Background: an optimization exercise with open tools, aiming at small area. Do not read the settings as production practice. Only simulation tests tie the RTL to the original design; equivalence was not proved. Power figures rest on the tool's default switching activity, not on a simulated workload.

===== flow/design.v =====
module irenc (
    input  wire        clk,
    input  wire        rst,           
    input  wire        cmd_valid,
    output wire        cmd_ready,
    input  wire        cmd_proto,     
    input  wire        cfg_power,
    input  wire [2:0]  cfg_mode,
    input  wire [1:0]  cfg_fan,
    input  wire [7:0]  cfg_temp,
    input  wire        cfg_swing,
    input  wire        cfg_sleep,
    output wire        out_valid,
    input  wire        out_ready,
    output wire [15:0] out_data,
    output wire        out_last,
    output wire [8:0]  frm_count,
    output wire [7:0]  frm_freq
);
    reg  [2:0] phase;
    reg  [7:0] p;         
    reg  [1:0] k;         
    reg        cur;       
    reg  [3:0] x;         
    reg       proto;
    reg       power;
    reg [2:0] mode;
    reg [1:0] fan;
    reg [4:0] temp;
    reg       swing;
    reg       sleep;
    wire idle = (phase[2:1] == 2'b00);
    wire pre  = (phase[2:1] == 2'b01);
    wire tail = (phase == 3'd7);
    assign cmd_ready = idle;
    wire accept = cmd_valid && idle;
    always @(posedge clk) begin
        if (accept) begin
            proto <= cmd_proto;
            power <= cfg_power;
            mode  <= cfg_mode;
            fan   <= cfg_fan;
            temp  <= cfg_temp[4:0];
            swing <= cfg_swing;
            sleep <= cfg_sleep;
        end
    end
    reg [2:0] mode_o;
    always @(*) begin
        case (mode)
            3'd0:    mode_o = 3'b001;
            3'd1:    mode_o = 3'b010;
            3'd2:    mode_o = 3'b101;
            3'd3:    mode_o = 3'b100;
            3'd4:    mode_o = 3'b011;
            default: mode_o = 3'b000;
        endcase
    end
    wire [3:0]  temp15 = temp[3:0] - 4'd15;
    wire [33:0] code_o = {power, mode_o, fan, 2'b00, swing, 2'b00,
                          temp15, sleep, 16'h0000, 2'b10};
    wire        bit_o  = (p[6:1] < 6'd34) ? code_o[6'd33 - p[6:1]] : 1'b0;
    reg [2:0] mode_g;
    always @(*) begin
        case (mode)
            3'd0:    mode_g = 3'b001;
            3'd1:    mode_g = 3'b100;
            3'd2:    mode_g = 3'b110;
            3'd3:    mode_g = 3'b010;
            default: mode_g = 3'b000;
        endcase
    end
    reg [2:0] fan_g;
    always @(*) begin
        case (fan)
            2'd0:    fan_g = 3'b011;
            2'd1:    fan_g = 3'b010;
            2'd2:    fan_g = 3'b001;
            default: fan_g = 3'b101;
        endcase
    end
    wire [7:0] gb1  = {temp[4:3] - 2'd1, temp[2:0], {3{~swing}}};
    wire [7:0] gb4  = {fan_g, 5'b00000};
    wire [7:0] gb6  = {mode_g, 2'b00, sleep, 2'b00};
    wire [7:0] gb9  = {2'b00, power, 5'b00000};
    wire [7:0] gb12 = 8'hC3 + gb1 + 8'hE0 + gb4 + gb6 + gb9 + 8'h05;
    wire [127:0] gbuf = {24'h000000, gb12, 8'h05, 8'h00, gb9, 8'h00, 8'h00,
                         gb6, 8'h00, gb4, 8'h00, 8'hE0, gb1, 8'hC3};
    wire         bit_g = gbuf[p[7:1]];
    wire hdr  = (p[7:1] == 7'h7F);
    wire lvl  = p[0] ^ (~proto & ~hdr & bit_o);
    wire diff = lvl ^ cur;
    wire wrap = proto ? (p == 8'd207) : (p == 8'd67);
    wire last = tail & p[0];
    reg [1:0] kn;
    always @(*) begin
        if (hdr) begin
            if (p[0])      kn = proto ? 2'd3 : 2'd2;
            else if (tail) kn = proto ? 2'd0 : 2'd3;
            else           kn = 2'd2;
        end else begin
            kn = {1'b0, proto & p[0] & bit_g};
        end
    end
    assign out_valid = ~idle & ~pre & diff;
    wire consume = ~idle & (~diff | pre | out_ready);
    always @(posedge clk) begin
        if (rst) begin
            phase <= 3'd0;
        end else if (idle) begin
            if (cmd_valid) phase <= {cmd_proto, 1'b1, ~cmd_proto};
        end else if (consume) begin
            if (last)      phase <= 3'd0;
            else if (wrap) phase <= phase + 3'd1;
        end
    end
    always @(posedge clk) begin
        if (idle || (consume && pre && wrap)) begin
            p   <= 8'd254;
            k   <= 2'd1;
            cur <= 1'b0;
        end else if (consume) begin
            p   <= wrap ? 8'd254 : p + 8'd1;
            k   <= diff ? kn : k + 2'd1;
            cur <= lvl;
        end
    end
    always @(posedge clk) begin
        if (idle)                 x <= 4'd12;
        else if (pre && diff)     x <= x + 4'd1;
    end
    reg [15:0] dur;
    always @(*) begin
        if (proto) begin
            case (k)
                2'd0: dur = 16'd560;
                2'd1: dur = 16'd1680;
                2'd2: dur = 16'd9000;
                default: dur = 16'd4500;
            endcase
        end else begin
            dur = ({14'd0, k} + 16'd1) * 16'd992;
        end
    end
    assign out_data  = dur;
    assign out_last  = last;
    assign frm_count = proto ? 9'd211 : 9'd160 + {4'd0, x, 1'b0} + {5'd0, x};
    assign frm_freq  = proto ? 8'd38 : 8'd33;
endmodule

===== flow/run.sh =====
#!/bin/bash
# synth_recipe.tcl (not shown) runs the flow's synth.tcl, then flattens the netlist and writes it again
# the make line also repeats each setting of config.mk as NAME=value (left out here)
make -C /OpenROAD-flow-scripts/flow DESIGN_CONFIG=/design/flow/config.mk WORK_HOME=/design/flow/orfs CLKGATE_MAP_FILE= SYNTH_SCRIPT=/design/flow/synth_recipe.tcl finish

===== flow/config.mk =====
export PLATFORM = sky130hd
export DESIGN_NAME = irenc
export DESIGN_NICKNAME = irenc
export VERILOG_FILES = /design/flow/design.v
export SDC_FILE = /design/flow/constraint.sdc
export NUM_CORES = 4
export LEC_CHECK = 0
export CAP_MARGIN = 20
export CORE_MARGIN = 2
export CORE_UTILIZATION = 40
export SLEW_MARGIN = 20
export SYNTH_MEMORY_MAX_BITS = 8192

===== flow/constraint.sdc =====
create_clock -name core_clock -period 15.0 [get_ports {clk}]
set_input_delay 3.0000 -clock core_clock [delete_from_list [all_inputs] [get_ports {clk}]]
set_output_delay 3.0000 -clock core_clock [all_outputs]
set_load 0.01 [all_outputs]

==> summary.txt, run 1 <==
post-detail-place hpwl just under 5000 um; status complete, no violations; total gr overflow 0; Final Util 48.2%; Crit path largest cell delay 0.84 ns; CTS Sinks 32; Sw Ratio 34.2%; Final Max Tran Viols 0; mapped cell area around 0.003 mm2; number of global-route vias before repair 2349; # diodes 0; 1st-iter DRT viols 109; post-synthesis register bit count 32; Int Pwr ~0.00020 W; share of cells above drive strength 1 6.43%; register area share after synthesis 26.0%; Clock Latency Late Sink 0.29 ns; Vias/cell 5.16; family with the most delay on the worst path buffers and inverters; Adder-Cell Fraction of Synth Area 15.3%; post-synthesis mux area share 2.75%; Tmin final 7.06 ns; PwrDens 87.8 mW/mm2; largest net degree at the start of global routing 27; crit path DAT 4.06 ns; Slew headroom 44.8%; CP Launch Type flop; CTS tree built; Synth Area in Compound Gates 18.0%; Area Overhead vs Synth 16.5%; gr usage total 16.7%; f_max 142 MHz; Clk pwr share 27.1%; clock slew at reported path FFs around 0.07 ns; sequential share of power 37.2%; Filler cells ~710; Leak 1.41 nW; Primary FF master, synth dfxtp_1; share of the synthesized area in the top cell type 14.0%; WP data required 12.00 ns; clk buf depth 2; Final ANT Viol Nets 0; Die Y-Extent 90.6 um; Layout Nets between 400 and 500; number of flops mapped to enable cells by yosys 14; final period utilization 47.0%; sw power around 0.00010 W; PortBufs between 40 and 50; actual slew at the worst max-slew pin 0.827 ns; Post-CTS Repair Setup Buffers 0; largest fanout on the critical path 24; Worst path slowest cell dfxtp_1; largest family of logic cells by synthesized area simple AND/OR/NAND/NOR gates; DR pass1 iterations 4; Placer Congestion between 0.8 and 0.9; Yosys warnings 1; initial antenna violation count 0; wire length per cell 13.6 um; clock tree root buffer cell clkbuf_8; Setup violations, final 0; Detailed Route WL 6400 um; Inserted Clock Buffers 5; Combinational Power Share 35.6%; Min-Delay Path Class reg2reg; Die X 90.6 um; Buffers & Inverters on Critical Path 2; top cell type by total area after synthesis edfxtp_1; first-pass GRT wire length 11300 um; Syn Inst Count ~340; Post-Synth Simple-Gate Area between 10% and 20%; Worst setup EP type primary output; critical path class reg2out; setup_tns 0 ns; initial core utilization 41.4%; DRC viols 0; Avg Cell Area, Syn 8.85 um2; CTS resizes 0; IO Pins 57; Final Skew around 0.0072 ns; Final Hold Viols 0; Hold-fix buffers, CTS 0; post-synthesis xor/xnor area fraction a little over 7%; most numerous cell in the Yosys netlist inv_1; worst vdd ir 58.7 uV; Async SR Flop Fraction 0%; Row Count 31; Die ar. 0.00821 mm2; RSZ-0062 raised after global routing no; distinct cell type count after synthesis 71; core box area ~0.0073 mm2; Cell Count, Final, Fillers Out 472; Vias 2437; synth cell count leaders inv_1, ha_1, nor2_1; dominant cells by area after synthesis edfxtp_1, dfxtp_1, ha_1, xnor2_1, fa_1; number of max-cap violations 0; crit-path cells inv_1, ha_1, xnor2_1, a211o_1, a211oi_1, o311a_4, nor2_2, xnor2_2, and2_1, clkdlybuf4s50_1; htree depth 2; Placed Cells 464
-- flip-flops by register name (all words and copies together), names as in the netlist, 2 cells and up --
register	count
fan	2
k	2
mode	3
p	8
phase	3
temp	5
x	4
-- metal layers --
metal / global-route usage [%] / part of all wire, % / vias up
met3: 2.92 / 4.6 / 5
met1: 24.5 / 50 / 1131
met4: 4.23 / 1.0 / 0
met5: 0 / 0 / -
li1: - / - / 1246
met2: 25.5 / 44 / 55
-- cells by family (layout without fill, tap and decap cells) --
group / Yosys count / count (layout)
other cells: 2 / 13
compound gates: 72 / 72
xor+xnor: 24 / 24
simple gates: 110 / 110
fa+ha+maj: 33 / 33
mux: 8 / 8
buf+inv: 58 / 81
flops: 32 / 32
-- cells in the final DEF, fill, tap and decap left out, types with 3 or more instances in the layout --
cell type and count:
clkdlybuf4s50_1 42, inv_1 28, ha_1 27, nor2_1 25, nand2_1 20, xnor2_1 19
dfxtp_1 18, a21oi_1 15, edfxtp_1 14, o21ai_0 13, conb_1 13, nor2b_1 10
nor3_1 8, nand3_1 8, nand2b_1 6, nand4_1 6, mux2i_1 6, fa_1 6
a211oi_1 5, clkbuf_8 5, xor2_1 4, a31oi_1 4, and2_1 4, a211o_1 3
and3_1 3, o22ai_1 3, a32oi_1 3
-- stage by stage --
stage,setup slack (ns),area [um2],total power [W],hold slack [ns]
final,7.94,3490,0.000307,0.505
after detailed placement,8.26,3380,0.000226,0.496
after floorplan,9.50,3040,0.000193,0.461
after global placement,8.23,3380,0.000224,0.491
after global routing,7.63,3490,0.000330,0.547
after CTS,7.92,3490,0.000310,0.505
-- path summary, 6_finish.rpt --
| path | cells past startpoint | start | to | slack (ns) |
|---|---|---|---|---|
| setup / recovery | 10 | p[2]$_SDFFE_PP1P_ | out_valid | 7.94 |
| hold reg to reg | 1 | x[0]$_SDFFE_PP0P_ | x[0]$_SDFFE_PP0P_ | 0.50 |
| hold / removal | 1 | x[0]$_SDFFE_PP0P_ | x[0]$_SDFFE_PP0P_ | 0.50 |
| setup reg to reg | 14 | mode[1]$_DFFE_PP_ | k[0]$_SDFFE_PP1P_ | 10.99 |
-- layout make-up --
cell class              count  area, um2  share of cell area [%]
clock buffers               5       68.8                    1.97
flip-flops and latches     32        781                    22.3
clock inverters             3       42.5                    1.22
inverters                  31        116                    3.33
repair buffers             42        420                    12.0
multi-input cells         260       1940                    55.6
well taps                  99        124                    3.54
-- power by group through the flow --
stage / clock [W] / combinational (W) / sequential (W)
CTS: 0.0000855 / 0.000110 / 0.000114
global placement: 0 / 0.000108 / 0.000116
finish: 0.0000833 / 0.000109 / 0.000114
floorplan: 0 / 0.0000862 / 0.000107
detailed placement: 0 / 0.000110 / 0.000116
global route: 0.0000905 / 0.000124 / 0.000116
==> run 2, diff against run 1 <==
==> flow/flow/run.sh (new file) <==
#!/bin/bash
# Standard layout, with plain buf_1 cells as the port buffers and no CTS dummy loads.
set -euo pipefail
export BUFFER_PORTS_ARGS="-buffer_cell sky130_fd_sc_hd__buf_1"
export CTS_ARGS="-sink_clustering_enable -repair_clock_nets -buf_list {sky130_fd_sc_hd__clkbuf_2 sky130_fd_sc_hd__clkbuf_4} -dont_use_dummy_load"
bash standard.sh > standard.log 2>&1
==> flow/standard.sh (new file) <==
#!/bin/bash
# synth_recipe.tcl (not shown) runs the flow's synth.tcl, then flattens the netlist and writes it again
# the make line also repeats each setting of config.mk as NAME=value (left out here)
make -C /OpenROAD-flow-scripts/flow DESIGN_CONFIG=/design/flow/config.mk WORK_HOME=/design/flow/orfs CLKGATE_MAP_FILE= SYNTH_SCRIPT=/design/flow/synth_recipe.tcl "${@:-finish}"
--- a/flow/config.mk
+++ b/flow/config.mk
@@ -5,8 +5,10 @@
 export SDC_FILE = /design/flow/constraint.sdc
 export NUM_CORES = 4
 export LEC_CHECK = 0
+export ABC_AREA = 1
 export CAP_MARGIN = 20
 export CORE_MARGIN = 2
 export CORE_UTILIZATION = 40
+export CTS_BUF_LIST = sky130_fd_sc_hd__clkbuf_2 sky130_fd_sc_hd__clkbuf_4
 export SLEW_MARGIN = 20
 export SYNTH_MEMORY_MAX_BITS = 8192
removed: flow/run.sh
==> summary.txt, run 2 <==
status complete, no violations; Min-Delay Path Class reg2reg; Syn Inst Count 422 (+24%); initial antenna violation count 0 (unchanged); clock tree root buffer cell clkbuf_4; wire length per cell 11.9 um (-13%); # diodes 0 (unchanged); Placer Congestion 0.837 (-3.1%); number of flip-flops in the largest register 8 (unchanged); DR pass1 iterations 4 (unchanged); family with the most delay on the worst path simple AND/OR/NAND/NOR gates; actual slew at the worst max-slew pin 0.691 ns (-0.136 ns); PwrDens 179 mW/mm2 (+100%); dominant cells by area after synthesis edfxtp_1, dfxtp_1, ha_1, nand2_1, inv_1; Async SR Flop Fraction 0% (unchanged); worst vdd ir 119 uV (+100%); CTS tree built; largest net degree at the start of global routing 20 (-26%); RSZ-0062 raised after global routing no; largest fanout on the critical path 12 (-50%); Leak 1.57 nW (+12%); share of cells above drive strength 1 7.24% (+0.80 points); Worst path slowest cell dfxtp_1; most numerous cell in the Yosys netlist nand2_1; top flop regs p: 8 flops, temp: 5 flops, x: 4 flops; top cell type by total area after synthesis edfxtp_1; f_max 174 MHz (+22%); crit-path cells inv_1, ha_1, inv_1, nand2_1, nand2_1, nand3_1, nor2_1, a21oi_2, nand2_1, nand2_2, nand3_1, nand3_2, nand2_4, inv_1, nor2_1, buf_1; share of the synthesized area in the top cell type 14.0% (-0.035 points); Area Overhead vs Synth 5.87%; Final Skew 0.0186 ns (+0.0115 ns); Slew headroom 54.0% (+9.2 points); initial core utilization 41.5% (+0.10 points); WP data required 12.00 ns (about the same); DRC viols 0 (unchanged); post-synthesis register bit count 32 (unchanged); gr usage total 16.8% (+0.053 points); Clock Latency Late Sink 0.33 ns (+0.04 ns); Post-CTS Repair Setup Buffers 0 (unchanged); critical path class reg2out; Die Y-Extent 90.7 um (+0.12%); Filler cells 756 (+6.6%); CP startpoint p[3]$_SDFFE_PP1P_; core box area 0.00725 mm2 (unchanged); CP Launch Type flop; Worst setup EP type primary output; Buffers & Inverters on Critical Path 4 (+2); Crit path largest cell delay 0.61 ns (-0.23 ns); hold path startpoint cur$_SDFFE_PP0P_; first-pass GRT wire length 11600 um (+2.0%); number of global-route vias before repair 2580 (+9.8%); Inserted Clock Buffers 5 (unchanged); clock slew at reported path FFs 0.09 ns (+0.02 ns); CTS Sinks 32 (unchanged); Detailed Route WL 6590 um (+2.9%); IO Pins 57 (unchanged); synth cell count leaders nand2_1, inv_1, nand3_1; Die ar. 0.00823 mm2 (+0.24%); Die X 90.7 um (+0.12%); total gr overflow 0 (unchanged); Vias 2718 (+12%); number of max-cap violations 0 (unchanged); Avg Cell Area, Syn 7.13 um2 (-19%); Final Hold Viols 0 (unchanged); Hold-fix buffers, CTS 0 (unchanged); distinct cell type count after synthesis 39 (-45%); setup_tns 0 ns (unchanged); most frequent cells in the layout nand2_1, inv_1, nand3_1, buf_1, nor2_1; CTS resizes 0 (unchanged); Vias/cell 4.90 (-5.1%); htree depth 2 (unchanged); Final Max Tran Viols 0 (unchanged); crit path DAT 2.76 ns (-1.30 ns); post-detail-place hpwl 5170 um (+6.4%); mapped cell area 0.00301 mm2 (+0.25%); Final ANT Viol Nets 0 (unchanged); PortBufs 42 (unchanged); Tmin final 5.76 ns (-1.29 ns); Primary FF master, synth dfxtp_1; register area share after synthesis 26.0% (-0.065 points); Yosys warnings 1 (unchanged); Layout Nets 512 (+20%); number of flops mapped to enable cells by yosys 14 (unchanged); Row Count 31 (unchanged); final period utilization 38.4% (-8.6 points); r2r startpoint mode[2]$_DFFE_PP_; 1st-iter DRT viols 208 (+91%); Top reg by flops p; commonest non-fill, non-tap cell in the layout nand2_1; Setup violations, final 0 (unchanged); hold_ws 0.512 ns (+0.00664 ns); clk buf depth 2 (unchanged)
run 2: cell types whose count changed in the layout (fill, tap and decap cells not counted), moves of 9 or more:
cell and delta:
nand2_1 +70, buf_1 +42, clkdlybuf4s50_1 -42, nand3_1 +34
inv_1 +31, xnor2_1 -17, o21ai_0 +13, nor2b_1 -10
nand2_2 +9
run 2: worst paths after layout:
| kind | endpoint | slack [ns] | cells after the start |
|---|---|---|---|
| setup / recovery | out_valid | 9.24 | 16 |
| hold / removal | cur$_SDFFE_PP0P_ | 0.51 | 2 |
| setup reg to reg | k[0]$_SDFFE_PP1P_ | 11.54 | 20 |
| hold reg to reg | cur$_SDFFE_PP0P_ | 0.51 | 2 |
run 2: power by group:
group / internal, W / leakage, nW / switching (W) / total, W
registers: 0.000119 / 0.281 / 0.0000498 / 0.000169
logic: 0.000128 / 1.27 / 0.000232 / 0.000360
clock network: 0.0000156 / 0.0230 / 0.0000266 / 0.0000422
run 2: cells by family after synthesis:
group                    after synthesis  synth area share (%)
flip-flops                            32                  26.0
other                                  2                 0.250
AO/OA/AOI/OAI                         59                  11.0
adder cells (fa/ha/maj)               33                  15.2
XOR/XNOR                              12                  3.49
AND/OR/NAND/NOR                      194                  29.5
buffers and inverters                 90                  14.5
run 2: area by class of cell:
cell class	instances	area, um2	share of cell area, %
timing repair buffer	42	158	4.95
clock buffer	5	37.5	1.18
sequential	32	781	24.5
multi-input combinational	311	1830	57.6
tap	99	124	3.89
inverter	66	250	7.86
run 2: through the flow:
step / total power (W) / setup slack [ns] / instances / util, % / cell area, um2
finish: 0.000571 / 9.24 / 555 / 43.9 / 3180
detailed placement: 0.000529 / 9.63 / 550 / 43.4 / 3140
floorplan: 0.000461 / 10.09 / 433 / - / 3050
global placement: 0.000525 / 9.61 / 550 / 43.4 / 3140
global route: 0.000640 / 8.99 / 555 / 43.9 / 3180
CTS: 0.000573 / 9.26 / 555 / 43.9 / 3180
run 2: tightest hold or removal path, cell delays in order (launching register included):
cell and delay [ns]:
dfxtp_1 0.33, inv_1 0.08, a21oi_1 0.06
run 2: per-layer routing:
layer  track usage, %  vias to the layer above  wire length (um)
li1                 -                     1407                 -
met1             22.9                     1241              3160
met2             27.7                       65              2980
met3             2.75                        5               393
met4             4.10                        0                53
met5                0                        -                 0

-- what the ideal ports hide --
The results above use ideal ports. As a check the final layouts listed here were re-extracted and re-timed, cells and wires unchanged.
Step 1, drivers: a clkbuf_16 drives clk and a buf_2 each remaining input, both assumed.
Step 2, shift: input delay + t, output delay - t, t = (earliest + latest rising clock arrival at the registers) / 2. This alone moves slack from input paths to output paths.
Slacks: ideal / step 1 / step 2; pairs: ideal / step 1.
| run | t (ns) | setup WS [ns] | worst setup path at the end |
|---|---|---|---|
| run 1 | 0.315 | 7.945 / 7.916 / 8.231 | register to output |
| run 2 | 0.352 | 9.237 / 9.209 / 9.561 | register to output |
After both steps setup and hold are still met in every run listed.
